From an optimization exercise on the open Yosys and OpenROAD flow, aimed at small area, a short achievable clock period and few clock cycles per item; shortcuts taken in it are not production practice.
The RTL was checked by simulation tests, not by an equivalence proof against the original design.

## alpha
Design hue_px, start of the top module:
module hue_px (
    input  wire        clk,
    input  wire        rst,
    input  wire        in_valid,
    output wire        in_ready,
    input  wire [1:0]  in_op,
    input  wire [15:0] in_a,
    input  wire [15:0] in_b,
    input  wire [7:0]  in_c,
    input  wire [15:0] in_hue,
    output wire        out_valid,
    input  wire        out_ready,
    output wire [15:0] out_a,
    output wire [15:0] out_b,
    output wire [7:0]  out_c
);
Settings: LEC_CHECK=0, ABC_AREA=1, CAP_MARGIN=20, CORE_MARGIN=2, CORE_UTILIZATION=65, CTS_BUF_LIST=sky130_fd_sc_hd__clkbuf_4 sky130_fd_sc_hd__clkbuf_8, SLEW_MARGIN=20; clock period 16.0 ns.
run.sh (not shown) runs the stock make flow with config.mk's settings and CLKGATE_MAP_FILE= SYNTH_SCRIPT=/design/flow/synth_recipe.tcl, a recipe that flattens the netlist after the stock synthesis.
alpha reached the end of the flow, and the finished layout is clean on the timing, design-rule and antenna checks.
Testbench counts of alpha, summed over its fixed seeds: cycles 9,696, items 9,600.
diff inputs: alpha => beta
diff --git a/flow/config.mk b/flow/config.mk
--- a/flow/config.mk
+++ b/flow/config.mk
@@ -10,4 +10,3 @@
 export CORE_MARGIN = 2
-export CORE_UTILIZATION = 65
-export CTS_BUF_LIST = sky130_fd_sc_hd__clkbuf_4 sky130_fd_sc_hd__clkbuf_8
+export CORE_UTILIZATION = 40
 export SLEW_MARGIN = 20
--- outcome ---
beta against alpha: number of placement rows climbed about 27%; layout buffer count excluding clock buffers rose by about 5.5%; arrival time at the worst endpoint went up.
Per the comparison of beta with alpha, routed wire length has increased, design area has increased, placeable core region has increased.
[inputs] gamma vs beta
diff --git a/flow/config.mk b/flow/config.mk
--- a/flow/config.mk
+++ b/flow/config.mk
@@ -10,3 +10,3 @@
 export CORE_MARGIN = 2
-export CORE_UTILIZATION = 40
+export CORE_UTILIZATION = 65
 export SLEW_MARGIN = 20
## What came out
Delta(initial standard-cell utilization of the core, gamma - beta) > 0
Compared with beta, gamma shows met3 wire length higher by about 27%.
Delta (gamma minus beta): pin count of the biggest net entering global routing saw an increase; area of all placed cells without fillers shrank by about 1.6%; fmax up about 2.8%; area taken by flip-flops and latches closely matched the old numbers.
The largest stage delay on the critical path of gamma exceeds that of beta by 30 ps.
Between beta and gamma, setup slack is higher for gamma, beta comes in under that.

* * *

green:
Another version of the RTL of hue_px (not shown whole).
For scale: roughly 6,100 cells after synthesis, roughly 740 flip-flops, roughly 100 I/O pins, roughly 0.062 mm^2 of cells after synthesis.
Settings: LEC_CHECK=0, CAP_MARGIN=20, CORE_MARGIN=2, CORE_UTILIZATION=40, SLEW_MARGIN=20; clock period 16.0 ns.
Testbench counts of green, summed over its fixed seeds: cycles 9,696, items 9,600.
diff inputs: green => orange
- ABC_AREA: unset -> 1
==> comparison <==
Diff green -> orange: post-placement cell area about even; highest attainable clock frequency rose 4.4%; die area about even.
Looking at total number of cells along the worst setup path, orange sits 13 lower than green does.
Critical setup path kind: flip-flop to primary output -> orange, flip-flop to flip-flop -> green
Sum of net half-perimeters after detailed placement was lower in green than in orange.
Of orange and green, it is orange that has the higher final cell count.
Count of final max-slew check failures came out exactly the same in orange and green.
Going from green to orange, minimum clock period after layout shrinks by 0.27 ns.

* * *

Another version of the RTL of hue_px (not shown whole).
Size in the first run: ~7200 cells after synthesis, ~730 flip-flops, about 100 I/O pins, about 62000 µm² of cells after synthesis.
Settings: LEC_CHECK=0, ABC_AREA=1, CAP_MARGIN=20, CORE_MARGIN=2, CORE_UTILIZATION=40, SLEW_MARGIN=20; clock period 16.0 ns.
Testbench counts at the start, summed over its fixed seeds: cycles 9,696, items 9,600.
==> next run, changes <==
Settings changed: ABC_AREA 1 to unset.
The changed run finished with timing, DRC and antenna clean.
Routed wire length goes down by 6.3%.
Clock-buffer cell count goes down by 4.
Via count goes down by about 9%.
Global-route usage goes down by 1.1 points.
First-iteration DRC count goes down by about 17%.
Design area goes down by 0.51%.
Area after synthesis goes down by 1.2%.
Fmax goes down by about 3.8%.
Final cell count goes down by 13%.

## what the ideal ports hide
Ports are ideal in the flow. The routed layouts listed here were re-timed in OpenROAD.
Step 1: set_driving_cell puts a clkbuf_16 on clk and a buf_2 on each other input, an assumption about the parent block.
Step 2, shift: input delay + t, output delay - t, t = (earliest + latest rising clock arrival at the registers) / 2. This alone moves slack from input paths to output paths.
Three values: no drivers, after step 1, after step 2; two values: the first two.
run | t (ns) | setup slack, ns | hold slack, ns | worst data-port slew with drivers (ns) | pins driven straight from the clock port
alpha | 0.853 | 10.405 / 10.405 / 10.405 | 0.403 / 0.403 / 0.403 | 0.05 | 1
beta | 0.757 | 10.264 / 10.264 / 10.264 | 0.409 / 0.409 / 0.409 | 0.06 | 1
gamma | 0.728 | 10.418 / 10.418 / 10.418 | 0.414 / 0.414 / 0.414 | 0.05 | 1
green | 0.760 | 9.589 / 9.589 / 9.589 | 0.393 / 0.393 / 0.393 | 0.04 | 1
orange | 0.774 | 9.860 / 9.782 / 10.255 | 0.412 / 0.412 / 0.412 | 0.04 | 1
the first run of note 3 | 0.762 | 9.160 / 9.160 / 9.160 | 0.394 / 0.394 / 0.394 | 0.06 | 1
the second run of note 3 | 0.744 | 8.892 / 8.892 / 8.892 | 0.404 / 0.404 / 0.404 | 0.04 | 1
After both steps setup and hold are still met in every run listed.
